Context: an optimization exercise on an open-source flow, tuned for small area, a short achievable clock period and few clock cycles per item. The choices shown serve that exercise and are no tape-out recipe. Function was checked by simulation only, so behaviour that the tests miss may differ from the original. Power figures rest on the tool's default switching activity, not on a simulated workload.

==> design/flow/run.sh <==
#!/bin/bash
# synth_recipe.tcl (not shown) runs the flow's synth.tcl, then flattens the netlist and writes it again
# the make line also repeats each setting of config.mk as NAME=value (left out here)
make -C /OpenROAD-flow-scripts/flow DESIGN_CONFIG=/design/flow/config.mk WORK_HOME=/design/flow/orfs CLKGATE_MAP_FILE= SYNTH_SCRIPT=/design/flow/synth_recipe.tcl finish
==> design/flow/config.mk <==
export PLATFORM = sky130hd
export DESIGN_NAME = tsac
export DESIGN_NICKNAME = tsac
export VERILOG_FILES = /design/flow/design.v
export SDC_FILE = /design/flow/constraint.sdc
export NUM_CORES = 4
export LEC_CHECK = 0
export CAP_MARGIN = 20
export CORE_MARGIN = 2
export CORE_UTILIZATION = 40
export SLEW_MARGIN = 20
==> design/flow/constraint.sdc <==
create_clock -name core_clock -period 11.0 [get_ports {clk}]
set_input_delay 2.2000 -clock core_clock [delete_from_list [all_inputs] [get_ports {clk}]]
set_output_delay 2.2000 -clock core_clock [all_outputs]
set_load 0.01 [all_outputs]
==> design/flow/design.v <==
module tsac_demux (
    input  wire [1:0]  mode,
    input  wire [63:0] w,
    output reg  [63:0] o
);
    always @* begin
        case (mode)
            2'd0: o = w;
            2'd1: o = {w[31:24], w[39:32], w[23:16], w[47:40],
                       w[15:8],  w[55:48], w[7:0],   w[63:56]};
            default: o = {w[7:0],   w[23:16], w[39:32], w[55:48],
                          w[15:8],  w[31:24], w[47:40], w[63:56]};
        endcase
    end
endmodule
module tsac (
    input  wire        clk,
    input  wire        rst,              
    input  wire [63:0] ram_size_pages,   
    input  wire        cmd_valid,
    output wire        cmd_ready,
    input  wire [79:0] cmd_word,         
    input  wire [31:0] cmd_xfer,         
    input  wire [1:0]  cmd_iofail,       
    output reg         resp_valid,
    input  wire        resp_ready,
    output reg  [2:0]  resp_status,
    output reg  [63:0] resp_payload
);
    localparam [2:0] ST_OK      = 3'd0,
                     ST_INVARG  = 3'd1,
                     ST_FATAL   = 3'd2,
                     ST_FIFO    = 3'd3,
                     ST_FULL    = 3'd4,
                     ST_IOERR   = 3'd5,
                     ST_REFUSED = 3'd6;
    localparam [2:0] DRV_IDLE    = 3'd0,
                     DRV_ARMED   = 3'd1,
                     DRV_RUNNING = 3'd2,
                     DRV_ERROR   = 3'd3,
                     DRV_STOPPED = 3'd4;
    localparam COUPLING_AC_BIT = 1'b1;
    localparam [31:0] CTRL_RESET = 32'h0000_0000;
    localparam [31:0] M_RSVD     = 32'hF800_0FCC;
    reg [63:0] head, tail;
    reg [31:0] ctrl;
    reg [2:0]  drv;
    wire [7:0]  op = cmd_word[79:72];
    wire [7:0]  a  = cmd_word[71:64];
    wire [63:0] d  = cmd_word[63:0];
    wire rd_fail = cmd_iofail[0];
    wire wr_fail = cmd_iofail[1];
    assign cmd_ready = !resp_valid || resp_ready;
    wire fire = cmd_valid && cmd_ready;
    wire        ch_ok  = (a >= 8'd1) && (a <= 8'd4);
    wire [1:0]  ch_idx = a[1:0] - 2'd1;
    wire [4:0]  ch_bit_term = 5'd12 + {3'd0, ch_idx};
    wire [4:0]  ch_bit_att  = 5'd16 + {3'd0, ch_idx};
    wire [4:0]  ch_bit_cpl  = 5'd20 + {3'd0, ch_idx};
    wire        a_zero  = (a == 8'd0);
    wire        d_zero  = (d == 64'd0);
    wire        d_bool  = (d[63:1] == 63'd0);
    wire [15:0] pm        = cmd_xfer[15:0];
    wire [15:0] old_low16 = head[15:0];
    wire        wrap      = pm < old_low16;
    wire [48:0] new_hi    = {1'b0, head[63:16]} + {48'd0, wrap};
    wire        head_ovf  = new_hi[48];
    wire [63:0] head_upd  = {new_hi[47:0], pm};
    wire [63:0] avail_upd = head_upd - tail;
    wire        full      = avail_upd >= ram_size_pages;
    wire [63:0] room      = head - tail;
    wire        tail_bad  = d > room;
    wire [63:0] tail_add  = tail + d;
    wire [63:0] demux_o;
    tsac_demux u_demux (.mode(a[1:0]), .w(d), .o(demux_o));
    wire [31:0] arm_ctrl = (ctrl & M_RSVD) | d[31:0] | 32'h0700_0000;
    reg [2:0]  st;
    reg [63:0] pl;
    reg [31:0] ctrl_n;
    reg [63:0] head_n, tail_n;
    reg [2:0]  drv_n;
    always @* begin
        st     = ST_OK;
        pl     = 64'd0;
        ctrl_n = ctrl;
        head_n = head;
        tail_n = tail;
        drv_n  = drv;
        case (op)
            8'h01: begin  
                if (!a_zero || d[31:0] != 32'd0) st = ST_REFUSED;
                else if (d[63:32] == 32'h0) begin
                    if (rd_fail) st = ST_IOERR;
                    else pl = {32'd0, ctrl};
                end else if (d[63:32] == 32'h8) begin
                    if (rd_fail) st = ST_IOERR;
                    else pl = {32'd0, cmd_xfer};
                end else st = ST_REFUSED;
            end
            8'h02: begin  
                if (!a_zero) st = ST_REFUSED;
                else if (d[63:32] == 32'h0) begin
                    if (rd_fail) st = ST_IOERR;
                    else ctrl_n = d[31:0];
                end else st = ST_REFUSED;
            end
            8'h10, 8'h11, 8'h16, 8'h17, 8'h18: begin
                if (!a_zero || !d_bool) st = ST_REFUSED;
                else if (rd_fail || wr_fail) st = ST_IOERR;
                else begin
                    case (op)
                        8'h10: ctrl_n[0]  = d[0];
                        8'h11: ctrl_n[1]  = d[0];
                        8'h16: ctrl_n[24] = d[0];
                        8'h17: ctrl_n[25] = d[0];
                        default: ctrl_n[26] = d[0];
                    endcase
                end
            end
            8'h12: begin  
                if (a[7:2] != 6'd0 || !d_zero) st = ST_REFUSED;
                else if (rd_fail || wr_fail) st = ST_IOERR;
                else ctrl_n[5:4] = a[1:0];
            end
            8'h13, 8'h14, 8'h15: begin
                if (!d_bool) st = ST_REFUSED;
                else if (!ch_ok) st = ST_INVARG;
                else if (rd_fail || wr_fail) st = ST_IOERR;
                else begin
                    case (op)
                        8'h13: ctrl_n[ch_bit_term] = d[0];
                        8'h14: ctrl_n[ch_bit_att]  = d[0];
                        default: ctrl_n[ch_bit_cpl] = d[0] ? COUPLING_AC_BIT : !COUPLING_AC_BIT;
                    endcase
                end
            end
            8'h20, 8'h21, 8'h22, 8'h26, 8'h27, 8'h28: begin
                if (!a_zero || !d_zero) st = ST_REFUSED;
                else if (rd_fail) st = ST_IOERR;
                else begin
                    case (op)
                        8'h20: pl = {63'd0, ctrl[0]};
                        8'h21: pl = {63'd0, ctrl[1]};
                        8'h22: pl = {62'd0, ctrl[5:4]};
                        8'h26: pl = {63'd0, ctrl[24]};
                        8'h27: pl = {63'd0, ctrl[25]};
                        default: pl = {63'd0, ctrl[26]};
                    endcase
                end
            end
            8'h23, 8'h24, 8'h25: begin
                if (!d_zero) st = ST_REFUSED;
                else if (!ch_ok) st = ST_INVARG;
                else if (rd_fail) st = ST_IOERR;
                else begin
                    case (op)
                        8'h23: pl = {63'd0, ctrl[ch_bit_term]};
                        8'h24: pl = {63'd0, ctrl[ch_bit_att]};
                        default: pl = {63'd0, ctrl[ch_bit_cpl] == COUPLING_AC_BIT};
                    endcase
                end
            end
            8'h30: begin
                if (!a_zero) st = ST_REFUSED;
                else if (tail_bad) st = ST_INVARG;
                else tail_n = tail_add;
            end
            8'h40: begin
                if (!a_zero || d[63:32] != 32'd0) st = ST_REFUSED;
                else pl = {32'd0, d[31], d[30], d[29:16], d[15:0]};
            end
            8'h50: begin
                if (a[7:2] != 6'd0) st = ST_REFUSED;
                else pl = demux_o;
            end
            8'h60: begin  
                if (!a_zero || d[63:32] != 32'd0 || (d[31:0] & ~32'h00FF_F030) != 32'd0)
                    st = ST_REFUSED;
                else if (drv == DRV_RUNNING) st = ST_REFUSED;
                else if (rd_fail || wr_fail) begin
                    st    = ST_IOERR;
                    drv_n = DRV_ERROR;
                end else begin
                    ctrl_n = arm_ctrl;
                    head_n = 64'd0;
                    tail_n = 64'd0;
                    drv_n  = DRV_ARMED;
                end
            end
            8'h61: begin  
                if (!a_zero || !d_zero) st = ST_REFUSED;
                else if (drv != DRV_ARMED) st = ST_REFUSED;
                else if (rd_fail || wr_fail) begin
                    st    = ST_IOERR;
                    drv_n = DRV_ERROR;
                end else begin
                    ctrl_n = ctrl | 32'h0000_0003;
                    drv_n  = DRV_RUNNING;
                end
            end
            8'h62: begin  
                if (!a_zero || !d_zero) st = ST_REFUSED;
                else if (drv != DRV_RUNNING) st = ST_REFUSED;
                else if (rd_fail) begin
                    st    = ST_IOERR;
                    drv_n = DRV_ERROR;
                end else if (head_ovf) st = ST_REFUSED;
                else begin
                    head_n = head_upd;
                    if (cmd_xfer[31]) begin
                        st    = ST_FATAL;
                        drv_n = DRV_ERROR;
                    end else if (cmd_xfer[30]) begin
                        st    = ST_FIFO;
                        drv_n = DRV_ERROR;
                    end else if (full) begin
                        st    = ST_FULL;
                        drv_n = DRV_ERROR;
                    end else pl = avail_upd;
                end
            end
            8'h63: begin  
                if (!a_zero || !d_zero) st = ST_REFUSED;
                else begin
                    drv_n = DRV_STOPPED;
                    if (rd_fail || wr_fail) st = ST_IOERR;
                    else ctrl_n = ctrl & 32'hFFFF_FFFC;
                end
            end
            default: st = ST_REFUSED;
        endcase
    end
    always @(posedge clk) begin
        if (rst) begin
            head <= 64'd0;
            tail <= 64'd0;
            ctrl <= CTRL_RESET;
            drv  <= DRV_IDLE;
            resp_valid <= 1'b0;
        end else begin
            if (fire) begin
                head <= head_n;
                tail <= tail_n;
                ctrl <= ctrl_n;
                drv  <= drv_n;
                resp_valid   <= 1'b1;
                resp_status  <= st;
                resp_payload <= pl;
            end else if (resp_ready) begin
                resp_valid <= 1'b0;
            end
        end
    end
endmodule
==> results.cfg <==
[yosys]
synth_edf_count = 67
ys_seq_area_frac = 0.194
post_synth_num_cell_types = 98
yosysWarnings = 2
syn_area_per_cell_um2 = 7.59
syn-num-nets = 4116
netlist_instances = 3593
ys_seq_elements = 231
synthFlopType = dfxtp_1
synth-async-reset-ratio = 0
syn-cell-area_um2 = 27300

[floorplan]
start_util = 0.405
die_x_um = 265
rows = 95
die_h_um = 265
core_area_um2 = 67400
die_area_um2 = 70300
ioPinCount = 251

[clock_network]
cts-root-buf = clkbuf_16
clk_latency_ns = 0.64
clkTransAtPathRegs_ns = 0.06
cts_tree = built
numCtsBuffers = 31
clockBufferDepth = 3
htreeDepth = 1
cts_sinks = 231

[min_path]
hold_start = tail[18]$_SDFFE_PP0P_
hold_depth = 2
hold_path_class = reg2reg
worstHoldEndpoint = tail[18]$_SDFFE_PP0P_

[drt]
num_vias = 29200
routedWlPerCell_um = 23.7
postRouteAntennaNets = 0
vias_per_cell = 6.06
drtIter0Drc = 3060
routed_wl_um = 114000
drc_errors = 0
firstDrtPassIters = 5

[place]
place_congestion = 1.01
hpwlAfterDp_um = 91100
port_buffers = 250
place_area_um2 = 32000

[grt]
grt-ovfl-total = 0
grt_start_max_net_pins = 112
grt_pass1_vias = 27100
antenna_found_initial = 0
grt_first_pass_wirelength_um = 169000
grt_usage = 0.314

[setup_path]
required_ns = 11.43
cp_max_fo = 28
r2r_start = head[1]$_SDFFE_PP0P_
worstPathArrival_ns = 10.96
endpoint_kind = flip-flop
path_buf_inv = 6
slowest_stage = or4_4
cp_top_family = compound AO/OA/AOI/OAI gates
crit_type = in2reg
r2r_cells = 42
crit_top_cell = a21o_1
r2r_slack_ns = 1.95
max_stage_delay_ns = 0.59
start_kind = primary input
timing.rr.end = resp_payload[8]$_DFFE_PP_

[sta]
period_share = 0.957
setup_viol = 0
slew_violations = 0
timing.hold.ws_ns = 0.472
timing.final.hold_violations = 0
relSlewSlack = 0.184
fin_skew_ns = 0.0456
fin_crit_ns = 10.53
rsz0062_at_grt = no
clock.fmax_ghz = 0.0950
tightest_slew_ns = 1.19

[final_layout]
diodes = 0
syn2layout_area_growth_pct = 21.1
drive_gt1_frac = 0.0893
final_nets = 4453
design_area_um2 = 33000

[pwr]
fin_total_pwr_mw = 2.55
powerDensity_nw_per_um2 = 77.2
ir_worst_vdd_mv = 0.141
p_leak_nw = 14.9

[flow_run]
max-cap-violations = 0

[outcome]
status = finished clean
==> state kept, by name (all words and copies together) (netlist names) <==
| signal | count |
|---|---|
| ctrl | 32 |
| drv | 3 |
| head | 64 |
| resp_payload | 64 |
| resp_status | 3 |
| resp_valid | 1 |
| tail | 64 |
==> through the flow <==
step                      TNS [ns]  setup WS [ns]  std cells   util
after global routing             0         0.0190       4827  0.490
after CTS                        0         0.0822       4827  0.489
after floorplan                  0          0.872       3593      -
final                            0          0.475       4827  0.490
after global placement      -14.30         -0.283       4770  0.474
after detailed placement    -29.07         -0.518       4770  0.474
==> how the worst max path moves through the flow <==
stage                      from                         end  slack, ns  cells after the start
floorplan           cmd_xfer[1]  resp_payload[21]$_DFFE_PP_       0.87                     44
global placement    cmd_xfer[1]  resp_payload[27]$_DFFE_PP_      -0.28                     44
detailed placement  cmd_xfer[1]  resp_payload[30]$_DFFE_PP_      -0.52                     43
CTS                 cmd_xfer[1]  resp_payload[30]$_DFFE_PP_       0.08                     43
global route        cmd_xfer[1]  resp_payload[27]$_DFFE_PP_       0.02                     45
finish              cmd_xfer[1]   resp_payload[8]$_DFFE_PP_       0.47                     42
==> synth_stat cells (42+ instances only) <==
master	n	area share
inv_1	267	0.037
a21oi_1	378	0.069
edfxtp_1	67	0.074
a21o_1	174	0.048
nor2_1	279	0.038
xnor2_1	130	0.042
nand3_1	108	0.020
a22o_1	62	0.020
nor3_1	54	0.0099
a22oi_1	68	0.019
ha_1	338	0.16
nand2_1	283	0.039
nand4_1	80	0.018
o21ai_0	143	0.026
clkbuf_1	130	0.018
xor2_1	113	0.036
nand2b_1	42	0.0096
dfxtp_1	164	0.12
==> final cells by class <==
cell class	instances	area, µm²
Sequential cell	231	5300
Clock buffer	43	861
Inverter	268	1010
Fill cell	6757	34400
Tap cell	873	1090
Timing Repair Buffer	480	4260
Multi-Input combinational cell	2918	20400
Clock inverter	14	144
==> routing by layer <==
layer  up-vias  track usage  wire [µm]
li1      14000            -          -
met1     13800        0.447      51400
met2      1311        0.478      48700
met3       196       0.0450       9450
met4         0        0.119       4940
met5         -            0          0
==> power by group <==
group / total [mW] / internal [mW] / leakage, nW / switching (mW)
clock network: 1.04 / 0.593 / 0.486 / 0.452
registers: 0.899 / 0.887 / 1.91 / 0.0120
logic: 0.604 / 0.258 / 12.6 / 0.346
==> cell usage in the layout (no fill, tap or decap), types with 26 or more instances in the layout <==
cell,Yosys,routed
o221ai_1,29,29
dfxtp_1,164,164
edfxtp_1,67,67
xnor2_1,130,130
mux2i_1,26,26
xor2_1,113,112
clkdlybuf4s50_1,0,249
buf_4,0,228
nor3_1,54,52
nand2_1,283,281
inv_1,267,267
a211oi_1,41,40
a22oi_1,68,68
nand2b_1,42,42
nand3_1,108,108
o21ai_1,27,29
nor2b_1,27,27
o21a_1,32,32
and3_1,41,41
a31oi_1,30,30
a22o_1,62,62
clkbuf_16,0,31
o22ai_1,41,41
nor2_1,279,275
o21ai_0,143,141
a21oi_1,378,377
nor4_1,26,26
o21bai_1,33,33
nand4_1,80,80
ha_1,338,336
a21o_1,174,174
or3_1,32,32
==> timing repair <==
item,in CTS,in global routing
hold buffers,0,0
resized for setup,0,19
setup endpoints to repair,0,67
setup buffers,0,0
==> logic make-up (layout without fill, tap and decap cells) <==
| kind of cell | Yosys count | after routing | synth area share |
|---|---|---|---|
| compound gates | 1241 | 1241 | 0.305 |
| xor+xnor | 243 | 243 | 0.0780 |
| fa+ha+maj | 341 | 341 | 0.157 |
| buf+inv | 444 | 805 | 0.0633 |
| flops | 231 | 231 | 0.194 |
| mux | 31 | 31 | 0.0128 |
| simple gates | 1062 | 1062 | 0.190 |
==> worst register-to-register path, delay by kind of cell (launching register included) <==
family / cells / cell delay (ns)
AO/OA/AOI/OAI: 25 / 4.95
AND/OR/NAND/NOR: 5 / 1.11
flip-flops: 1 / 0.46
XOR/XNOR: 2 / 0.45
adder cells (fa/ha/maj): 4 / 1.06
buffers and inverters: 6 / 0.83
Testbench counts, summed over its fixed seeds: cycles 48,008, items 48,000.

[re-timing with driven ports]
Ports are ideal in the flow. The routed layout listed here was re-timed in OpenROAD. Step 1: set_driving_cell puts a clkbuf_16 on clk and a buf_2 on each other input, an assumption about the parent block. Step 2 adds t to the input delays and takes it off the output delays; t is the mean of the earliest and latest rising clock arrival at the registers after step 1. Input paths then give back, and output paths get back, about the clock's delay inside the block. Slacks: ideal ports / drivers / drivers and shift; pairs: ideal ports / drivers.
shift t [ns]: 0.671
setup WS [ns]: 0.475 / 0.505 / -0.167
hold slack, ns: 0.472 / 0.472 / 0.472
worst setup path after step 2: input to register
worst data-port slew with drivers (ns): 0.07
With both steps, setup timing fails in this run, where it was met with ideal ports. For this run, drivers alone change the setup slack by +0.030 ns; drivers and shift together by -0.642 ns.
